This is an optimization exercise on Yosys and OpenROAD, whose aim is small area, a short achievable clock period and few clock cycles per item, not a production implementation. Only simulation tests tie the RTL to the original design; equivalence was not proved. No activity file was given, so power comes from the tool's default toggle rates.

File: flow/constraint.sdc
create_clock -name core_clock -period 15.0 [get_ports {clk}]
set_input_delay 3.0000 -clock core_clock [delete_from_list [all_inputs] [get_ports {clk}]]
set_output_delay 3.0000 -clock core_clock [all_outputs]
set_load 0.01 [all_outputs]
File: flow/design.v
module fb_draw (
    input  wire        clk,
    input  wire        rst,         
    input  wire        cmd_valid,
    output wire        cmd_ready,
    input  wire [2:0]  cmd_op,      
    input  wire [15:0] cmd_x,       
    input  wire [15:0] cmd_y,       
    input  wire [15:0] cmd_len,     
    input  wire [15:0] cmd_h,       
    input  wire [7:0]  cmd_c,       
    input  wire        dat_valid,
    output wire        dat_ready,
    input  wire [7:0]  dat_byte,
    output wire        px_valid,
    input  wire        px_ready,
    output wire [7:0]  px_x,
    output wire [6:0]  px_y,
    output wire [7:0]  px_c,
    output wire        ack          
);
    localparam OP_CLEAR  = 3'd0;
    localparam OP_PIXEL  = 3'd1;
    localparam OP_HLINE  = 3'd2;
    localparam OP_VLINE  = 3'd3;
    localparam OP_CIRCLE = 3'd4;
    localparam OP_BLIT   = 3'd5;
    reg rdy;           
    reg ackr;          
    reg busy;          
    reg m_setup;       
    reg m_scan;        
    reg m_circ;        
    reg isblit;        
    reg cend;          
    reg g;             
    reg [1:0] ptr;     
    reg signed [15:0] ox, oy;      
    reg [15:0] cx, cy;             
    reg signed [17:0] dd;          
    reg [15:0] bh;                 
    reg       pv;
    reg [7:0] pxr;
    reg [6:0] pyr;
    reg [7:0] pc;
    reg       dr;
    reg       sv;
    reg [7:0] sb;
    assign cmd_ready = rdy;
    assign ack       = ackr;
    assign px_valid  = pv;
    assign px_x      = pxr;
    assign px_y      = pyr;
    assign px_c      = pc;
    assign dat_ready = dr;
    wire acc = rdy & cmd_valid;
    wire ld  = !pv | px_ready;                  
    wire [15:0] p = g ? cy : cx;
    wire [15:0] q = g ? cx : cy;
    wire signed [17:0] sx = ox;
    wire signed [17:0] sy = oy;
    wire signed [17:0] P1 = sx + $signed({2'b00, p});
    wire signed [17:0] P2 = sx - $signed({2'b00, p});
    wire signed [17:0] Q1 = sy + $signed({2'b00, q});
    wire signed [17:0] Q2 = sy - $signed({2'b00, q});
    function inx;   
        input [17:0] v;
        inx = (v[17:8] == 10'd0) && !(v[7] && (v[6] || v[5]));
    endfunction
    function iny;   
        input [17:0] v;
        iny = (v[17:7] == 11'd0);
    endfunction
    wire vx1 = inx(P1), vx2 = inx(P2), vy1 = iny(Q1), vy2 = iny(Q2);
    wire [3:0] vis = {vx1 & vy2, vx2 & vy2, vx2 & vy1, vx1 & vy1};
    wire cy0 = (cy == 16'd0);
    wire [3:0] dup = cy0 ? (g ? 4'b0110 : 4'b1100) : 4'b0000;
    wire [3:0] rem = m_circ ? (vis & ~dup & (4'b1111 << ptr)) : {3'b000, vis[0]};
    wire [3:0] rest = rem & (rem - 4'd1);       
    wire [1:0] sidx = rem[0] ? 2'd0 : rem[1] ? 2'd1 : rem[2] ? 2'd2 : 2'd3;
    wire [7:0] selx = (sidx == 2'd1 || sidx == 2'd2) ? P2[7:0] : P1[7:0];
    wire [6:0] sely = sidx[1] ? Q2[6:0] : Q1[6:0];
    wire               c_live = m_circ & !cend;
    wire               dneg   = dd[17] & ~(&dd[16:1]);           
    wire [15:0]        cy1    = cy + 16'd1;
    wire signed [16:0] cxm1   = $signed({1'b0, cx}) - 17'sd1;
    wire signed [17:0] w2     = $signed({2'b00, cy1}) - $signed({cxm1[16], cxm1});   
    wire [16:0]        dop    = dneg ? {1'b0, cy1} : w2[16:0];
    wire signed [17:0] dd_n   = dd + $signed({dop, 1'b1});
    wire               w2le0  = w2[17] | (w2 == 18'sd0);
    wire               w2le1  = w2[17] | (w2[17:1] == 17'd0);
    wire               c_last = dneg ? !w2le1 : !w2le0;           
    wire signed [17:0] base = g ? sy : sx;
    wire signed [17:0] lsum = g ? Q1 : P1;                         
    wire [7:0]         lim  = g ? 8'd128 : 8'd160;
    wire               oth  = g ? inx(sx) : iny(sy);
    wire               b_lo = base[17];
    wire               b_hi = !b_lo && (base[16:0] >= {9'd0, lim});
    wire               e_hi = !lsum[17] && (lsum[16:0] > {9'd0, lim});
    wire               e_gt = !lsum[17] && (lsum != 18'sd0);       
    wire               l_ne = oth & (cx != 16'd0) & !b_hi & e_gt;
    wire [7:0]         l_s  = b_lo ? 8'd0 : base[7:0];
    wire [7:0]         l_e  = e_hi ? lim : lsum[7:0];
    wire [7:0]         l_n  = l_e - l_s;
    wire take    = dr & dat_valid;
    wire have    = !isblit | sv | take;
    wire [7:0] byte_in = sv ? sb : dat_byte;
    wire [15:0] cx1 = cx + 16'd1;
    wire row_end = (cx1 == dd[15:0]);
    wire blk_end = (cy1 == bh);
    wire more  = m_setup | m_scan | c_live;
    wire ack_n = busy & !more & ld;
    always @(posedge clk) begin
        if (rst) begin
            rdy     <= 1'b1;
            ackr    <= 1'b0;
            busy    <= 1'b0;
            m_setup <= 1'b0;
            m_scan  <= 1'b0;
            m_circ  <= 1'b0;
            pv      <= 1'b0;
            sv      <= 1'b0;
            dr      <= 1'b0;
        end else begin
            ackr <= ack_n;
            rdy  <= acc ? 1'b0 : (ack_n | !busy);
            if (ack_n) begin
                busy   <= 1'b0;
                m_circ <= 1'b0;
            end
            if (acc) begin
                busy    <= 1'b1;
                pv      <= 1'b0;
                sv      <= 1'b0;
                ox      <= (cmd_op == OP_CLEAR) ? 16'sd0 : cmd_x;
                oy      <= (cmd_op == OP_CLEAR) ? 16'sd0 : cmd_y;
                cx      <= (cmd_op == OP_PIXEL) ? 16'd1 :
                           (cmd_op == OP_CLEAR || cmd_op == OP_BLIT) ? 16'd0 : cmd_len;
                cy      <= 16'd0;
                dd      <= (cmd_op == OP_CIRCLE) ? ~{2'b00, cmd_len} :
                           (cmd_op == OP_CLEAR) ? 18'sd160 : {2'b00, cmd_len};
                bh      <= (cmd_op == OP_CLEAR) ? 16'd128 : cmd_h;
                pc      <= (cmd_op == OP_CLEAR) ? 8'd0 : cmd_c;
                g       <= (cmd_op == OP_VLINE);
                ptr     <= 2'd0;
                cend    <= 1'b0;
                isblit  <= (cmd_op == OP_BLIT);
                m_setup <= (cmd_op == OP_PIXEL) || (cmd_op == OP_HLINE) || (cmd_op == OP_VLINE);
                m_circ  <= (cmd_op == OP_CIRCLE);
                m_scan  <= (cmd_op == OP_CLEAR) ||
                           ((cmd_op == OP_BLIT) && (cmd_len != 16'd0) && (cmd_h != 16'd0));
                dr      <= (cmd_op == OP_BLIT) && (cmd_len != 16'd0) && (cmd_h != 16'd0);
            end else if (m_setup) begin
                m_setup <= 1'b0;
                pv      <= l_ne;
                pxr     <= g ? ox[7:0] : l_s;
                pyr     <= g ? l_s[6:0] : oy[6:0];
                m_scan  <= l_ne && (l_n != 8'd1);
                g       <= 1'b0;
                if (g) oy <= {8'd0, l_s};
                else   ox <= {8'd0, l_s};
                cx      <= g ? 16'd0 : 16'd1;
                cy      <= g ? 16'd1 : 16'd0;
                dd      <= g ? 18'sd1 : {10'd0, l_n};
                bh      <= g ? {8'd0, l_n} : 16'd1;
            end else if (c_live) begin
                if (ld) begin
                    pv  <= |rem;
                    pxr <= selx;
                    pyr <= sely;
                    if (rest == 4'd0) begin
                        ptr <= 2'd0;
                        g   <= !g;
                        if (g) begin
                            cy   <= cy1;
                            if (!dneg) cx <= cxm1[15:0];
                            dd   <= dd_n;
                            cend <= c_last;
                        end
                    end else begin
                        ptr <= sidx + 2'd1;
                    end
                end
            end else if (m_scan) begin
                if (ld && have) begin
                    pv  <= vis[0];
                    pxr <= P1[7:0];
                    pyr <= Q1[6:0];
                    if (isblit) pc <= byte_in;
                    sv  <= 1'b0;
                    if (row_end) begin
                        cx <= 16'd0;
                        cy <= cy1;
                    end else begin
                        cx <= cx1;
                    end
                    if (row_end && blk_end) begin
                        m_scan <= 1'b0;
                        dr     <= 1'b0;
                    end else begin
                        dr     <= isblit;
                    end
                end else begin
                    if (ld) pv <= 1'b0;
                    if (take) begin    
                        sb <= dat_byte;
                        sv <= 1'b1;
                        dr <= 1'b0;
                    end
                end
            end else if (ld) begin
                pv <= 1'b0;
            end
        end
    end
endmodule
File: flow/config.mk
export PLATFORM = sky130hd
export DESIGN_NAME = fb_draw
export DESIGN_NICKNAME = fb_draw
export VERILOG_FILES = /design/flow/design.v
export SDC_FILE = /design/flow/constraint.sdc
export NUM_CORES = 4
export LEC_CHECK = 0
export CAP_MARGIN = 20
export CORE_MARGIN = 2
export CORE_UTILIZATION = 40
export PLACE_DENSITY = 0.6
export SLEW_MARGIN = 20
File: flow/run.sh
#!/bin/bash
# synth_recipe.tcl (not shown) runs the flow's synth.tcl, then flattens the netlist and writes it again
# the make line also repeats each setting of config.mk as NAME=value (left out here)
make -C /OpenROAD-flow-scripts/flow DESIGN_CONFIG=/design/flow/config.mk WORK_HOME=/design/flow/orfs CLKGATE_MAP_FILE= SYNTH_SCRIPT=/design/flow/synth_recipe.tcl finish
==> results.toml, run 1 <==
[critical_path]
arrival_ps = 7550
end_kind = "flop"
critical_path_class = "reg -> reg"
crit_fanout = 68
required_ps = 15310
cp-start-kind = "flop"

[power]
switching_power_uw = 628
p_total_mw = 1.62
power.internal_uw = 995
vdd_drop_max_uv = 77.1
p_per_area_mw_per_mm2 = 96.6
p_comb_share_pct = 40.3
p_leak_nw = 6.52
sequentialPowerShare_pct = 32.0
p_clk_share_pct = 27.7
p_sw_share_pct = 38.7

[logic_synthesis]
netlist_top_cells_count = "nor2_1, nand2_1, edfxtp_1, ha_1, inv_1"
synth_top_area_share_pct = 27.4
synthMostInstantiatedCell = "nor2_1"
ys_types = 92
synth.largest_area_cell = "edfxtp_1"
synth_ff_type = "edfxtp_1"
async_reset_ff_share_pct = 0
synth_cells = 1736
synth_edf_count = 134
ys_seq_area_share_pct = 28.6
syn_area_per_cell_sq_um = 8.46
netlist_area_sq_mm = 0.0147
synth_warnings = 1
synthTopCellsByArea = "edfxtp_1, ha_1, xnor2_1"
ys_ff_latch = 143
syn_nets = 1945

[grt]
grt_pass1_vias = 13000
grt_max_degree = 69
grt_first_pass_wirelength_mm = 77.2
grt_use_total_pct = 26.4
grt-ovfl-total = 0
antenna_found_initial = 0

[clock_tree]
ctsResizeCount = 0
insertion_delay_ps = 460
clockRootBuffer = "clkbuf_16"
cts_buffers = 17
cts_sinks = 143
htreeDepth = 4
cts_hold_buf = 0
clock_path_buffers = 2
cts_tree = "yes"
clkTransAtPathRegs_ps = 70
post_cts_buffers = 0

[final_layout]
drive_above_1_share_pct = 5.47
seq_area_sq_mm = 0.00420
fin_cells = 2279
final_nets = 2007
area_growth_pct = 14.4
multiInputGateArea_sq_mm = 0.00972
fillers = 3532

[drt]
first_pass_iters = 5
wire_per_inst_um = 22.3
dr_total_vias = 13700
drc_errors = 0
wl_mm = 50.8
drt-initial-drc-count = 1347
ant_nets = 0
vias_per_cell = 6.02

[sta]
tns_ps = 0
timing.final.crit_period_ps = 7240
slew_headroom_pct = 25.6
hold_viol = 0
fin_ws_ps = 7760
holdWs_ps = 484
rsz0062_at_grt = "false"
fin_skew_ps = 22.3
worst_pin_slew_ps = 1120
report.final.setup_viol = 0
maxSlewViolCount = 0
fmax_mhz = 138
min_period_over_period_pct = 48.3

[run]
maxCapViolations = 0

[floorplanning]
dieArea_sq_mm = 0.0383
core_area_sq_mm = 0.0363
start_util_pct = 40.4
ioPinCount = 115
rows = 70
die_h_um = 196
fp.dieW_um = 196

[worst_hold_path]
hold_path_class = "reg -> reg"

[placed_design]
dpl_worst_slack_ps = 7910
io_buffers = 114
gp_congestion = 0.939
place_inst = 2247
hpwl_mm = 39.7

[run_status]
status = "complete, no violations"
flip-flops by register name (all words and copies together), names as in the netlist, 2 cells and up:
name	cells
cy	16
dd	18
bh	16
pc	8
pyr	7
sb	8
oy	16
ptr	2
pxr	8
ox	16
cx	16
stage by stage:
step                      util [%]  cell area [sq um]
final                         46.2              16800
after global routing          46.2              16800
after CTS                     46.2              16800
after detailed placement      44.6              16200
after global placement        44.6              16200
after floorplan                  -              14700
cell families after synthesis:
group | Yosys count | synth area share [%]
AND/OR/NAND/NOR | 631 | 21.8
AO/OA/AOI/OAI | 421 | 19.7
buffers and inverters | 203 | 5.51
XOR/XNOR | 147 | 8.76
flip-flops | 143 | 28.6
adder cells (fa/ha/maj) | 121 | 10.7
multiplexers | 70 | 4.86
worst max-delay path, cell delays in order (launching register included):
cell	delay (ps)
edfxtp_1	340
buf_4	690
o21ai_0	250
ha_1	280
fa_1	430
nor2b_1	180
o21a_1	260
nor3_1	470
o221a_2	310
nor4b_1	50
o31ai_1	550
nor2_1	120
and3_1	220
o21ai_0	570
nand2_1	240
nand3_1	160
ha_1	150
inv_1	50
fa_1	390
a21o_1	170
a21o_1	200
a21o_1	170
a21oi_1	170
xnor2_1	150
nor4_1	300
o21a_1	170
nor3_1	40
cell usage in the layout, fill, tap and decap left out, types with 15 or more instances in the layout:
master and n:
a21o_1 43, clkdlybuf4s50_1 114, o221ai_1 15, xor2_1 48
buf_4 17, ha_1 114, nor4_1 34, and3_1 20
clkbuf_16 17, and2_1 36, o21ai_0 85, nand4_1 23
nand2b_1 21, nor3_1 52, nor2b_1 30, mux2i_1 59
nand2_1 138, xnor2_1 99, nor2_1 146, a21oi_1 85
a31oi_1 16, nand3_1 58, inv_1 111, edfxtp_1 134
final cells by class:
type | instances | share of cell area, %
inverter | 115 | 2.58
clock inverter | 14 | 0.916
tap | 468 | 3.49
clock buffer | 17 | 2.53
timing repair buffer | 131 | 7.55
sequential | 143 | 25.0
antenna | 1 | 0.0149
multi-input combinational | 1390 | 57.9
path summary, 6_finish.rpt:
kind | startpoint | end | slack, ps | cells past startpoint
worst max-delay path | g | m_scan | 7760 | 26
worst max register to register | g | m_scan | 7760 | 26
worst min-delay path | busy | busy | 480 | 2
worst min register to register | busy | busy | 480 | 2
power groups by stage:
stage                     combinational [mW]  sequential (mW)  clock (mW)
after CTS                              0.646            0.518       0.454
after global placement                 0.637            0.527           0
after global routing                   0.718            0.522       0.467
final                                  0.654            0.520       0.449
after floorplan                        0.477            0.504           0
after detailed placement               0.641            0.527           0
layer usage:
layer,vias up,part of all wire [%],track usage [%]
met5,-,0,0
met4,0,3.8,11.1
met3,87,7.0,4.84
met2,527,45,41.1
met1,6625,45,36.0
li1,6474,-,-
Testbench counts, summed over its fixed seeds: cycles 121,668, items 2,400.
==> run 2, diff against run 1 <==
--- a/flow/config.mk
+++ b/flow/config.mk
@@ -5,8 +5,8 @@
 export SDC_FILE = /design/flow/constraint.sdc
 export NUM_CORES = 4
 export LEC_CHECK = 0
-export CAP_MARGIN = 20
+export CAP_MARGIN = 70
 export CORE_MARGIN = 2
 export CORE_UTILIZATION = 40
 export PLACE_DENSITY = 0.6
-export SLEW_MARGIN = 20
+export SLEW_MARGIN = 70
==> results.toml, run 2 <==
[drt]
wl_mm = 51.7
drt-initial-drc-count = 1373
first_pass_iters = 5
wire_per_inst_um = 22.3
drc_errors = 0
dr_total_vias = 14000
vias_per_cell = 6.05
ant_nets = 0

[logic_synthesis]
ys_seq_area_share_pct = 28.6
synth.largest_area_cell = "edfxtp_1"
synthMuxAreaShare_pct = 4.86
syn_nets = 1945
synthAdderAreaFrac_pct = 10.7
synthMostInstantiatedCell = "nor2_1"
synth_ff_type = "edfxtp_1"
async_reset_ff_share_pct = 0
synth_edf_count = 134
synth_top_family_by_area = "simple AND/OR/NAND/NOR gates"
synth_compound_area_share_pct = 19.7
netlist_top_cells_count = "nor2_1, nand2_1, edfxtp_1, ha_1, inv_1"
ys_types = 92
synth_warnings = 1
synthTopCellsByArea = "edfxtp_1, ha_1, xnor2_1"
synth_xor_xnor_area_share_pct = 8.76
synth_cells = 1736
synth-simple-area-share_pct = 21.8
ys_ff_latch = 143
synth_top_area_share_pct = 27.4
netlist_area_sq_mm = 0.0147
syn_area_per_cell_sq_um = 8.46

[critical_path]
critical_path_class = "reg -> reg"
cp-start-kind = "flop"
end_kind = "flop"
required_ps = 15330
arrival_ps = 6580
crit_fanout = 38

[final_layout]
area_growth_pct = 19.8
final_cell_mix = "nor2_1, nand2_1, edfxtp_1, clkdlybuf4s50_1, inv_1"
fin_util_pct = 48.4
fin_cells = 2316
drive_above_1_share_pct = 11.6
fillers = 3446
final_nets = 2043
multiInputGateArea_sq_mm = 0.0103
final_common_cell = "nor2_1"
seq_area_sq_mm = 0.00421
top_register = "dd"
largest_reg_flops = 18

[placed_design]
hpwl_mm = 40.6
place_inst = 2280
gp_congestion = 0.939
io_buffers = 114

[clock_tree]
cts_sinks = 143
clockRootBuffer = "clkbuf_16"
cts_hold_buf = 0
insertion_delay_ps = 460
htreeDepth = 4
cts_buffers = 17
clkTransAtPathRegs_ps = 70
cts_tree = "yes"
clock_path_buffers = 2
post_cts_buffers = 0
ctsResizeCount = 0

[floorplanning]
rows = 70
start_util_pct = 40.4
die_h_um = 196
dieArea_sq_mm = 0.0383
fp.dieW_um = 196
core_area_sq_mm = 0.0363
ioPinCount = 115

[grt]
grt_first_pass_wirelength_mm = 78.7
grt_util_met1_pct = 36.8
grt_max_degree = 43
met3_usage_pct = 4.30
grt_pass1_vias = 13200
use_met2_pct = 43.2
grt-ovfl-total = 0
antenna_found_initial = 1
gr-max-usage-layer = "met2"
grt_use_total_pct = 27.0

[power]
vdd_drop_max_uv = 83.1
p_per_area_mw_per_mm2 = 93.6
p_leak_nw = 6.77

[sta]
report.final.setup_viol = 0
rsz0062_at_grt = "false"
fin_skew_ps = 20.9
slew_headroom_pct = 67.4
fmax_mhz = 160
min_period_over_period_pct = 41.6
worst_pin_slew_ps = 489
timing.final.crit_period_ps = 6240
tns_ps = 0
hold_viol = 0
maxSlewViolCount = 0

[worst_hold_path]
hold_path_class = "reg -> reg"

[run_status]
status = "complete, no violations"

[run]
maxCapViolations = 0
==> run 2: cells by family (layout without fill, tap and decap cells) <==
logic type,count (synthesis),count (layout)
compound gates,421,421
xor+xnor,147,147
fa+ha+maj,121,121
buf+inv,203,314
flops,143,143
mux,70,70
other cells,0,1
simple gates,631,631
==> run 2: path summary, 6_finish.rpt <==
| check | endpoint | slack (ps) | from | cells after the start |
|---|---|---|---|---|
| setup reg to reg | m_scan | 8760 | g | 25 |
| hold / removal | busy | 490 | busy | 2 |
| setup / recovery | m_scan | 8760 | g | 25 |
| hold reg to reg | busy | 490 | busy | 2 |
==> run 2: worst max-delay path, stage by stage, from the launching register on <==
cell and delay [ps]:
edfxtp_1 390, buf_8 290, buf_12 280, mux2i_1 330
ha_2 430, nor2_1 320, o21ai_0 220, a31o_2 300
a2111o_1 400, a22oi_1 220, nand3_1 160, nor3_1 280
o21ai_2 150, a21oi_1 260, ha_1 280, a21o_1 170
a21o_1 210, nand3_1 90, nand2_1 100, a21o_1 190
a21oi_1 180, xor2_1 190, xnor2_1 150, nor4_1 300
o21a_1 170, nor3_1 40
==> run 2: layout make-up <==
type                    count  area share [%]
repair buffers            167            8.60
clock inverters            14           0.739
multi-input cells        1390            58.5
diodes                      1          0.0142
flip-flops and latches    143            23.9
well taps                 468            3.33
inverters                 115            2.48
clock buffers              18            2.44
==> run 2: power by group <==
part           switching (mW)  internal (mW)  leakage, nW  total (mW)
clock                   0.206          0.231        0.269       0.437
combinational           0.408          0.288         5.17       0.696
sequential             0.0364          0.479         1.33       0.515
total                   0.651          0.997         6.77        1.65
==> run 2: layer usage <==
layer,vias to the layer above,wire [um]
li1,6555,-
met1,6839,23000
met2,545,23800
met3,82,3300
met4,2,1670
met5,-,8
==> run 2: metrics by stage <==
step | hold WS, ps | area (sq um) | power (mW) | worst slack, ps
after floorplan | 455 | 14700 | 0.980 | 8220
after global placement | 472 | 16200 | 1.16 | 8090
after detailed placement | 478 | 16900 | 1.19 | 8710
after CTS | 488 | 17400 | 1.63 | 8710
after global routing | 531 | 17600 | 1.73 | 8300
final | 489 | 17600 | 1.65 | 8760

what the ideal ports hide:
In the flow no input, the clock included, has a driving cell. The finished layouts below were timed again as built, in two steps. Step 1 sets driving cells, clkbuf_16 on the clock port and buf_2 on the other inputs (assumed; they add their load-dependent delay and slew). Step 2, shift: input delay + t, output delay - t, t = (earliest + latest rising clock arrival at the registers) / 2. This alone moves slack from input paths to output paths. Slacks: ideal / step 1 / step 2; pairs: ideal / step 1.
run	shift t [ns]	slack for setup (ns)	hold slack, ns	worst setup path after step 2
run 1	0.506	7.760 / 7.760 / 7.760	0.484 / 0.484 / 0.484	register to register
run 2	0.504	8.757 / 8.757 / 8.757	0.489 / 0.489 / 0.489	register to register
After both steps setup and hold are still met in every run listed.
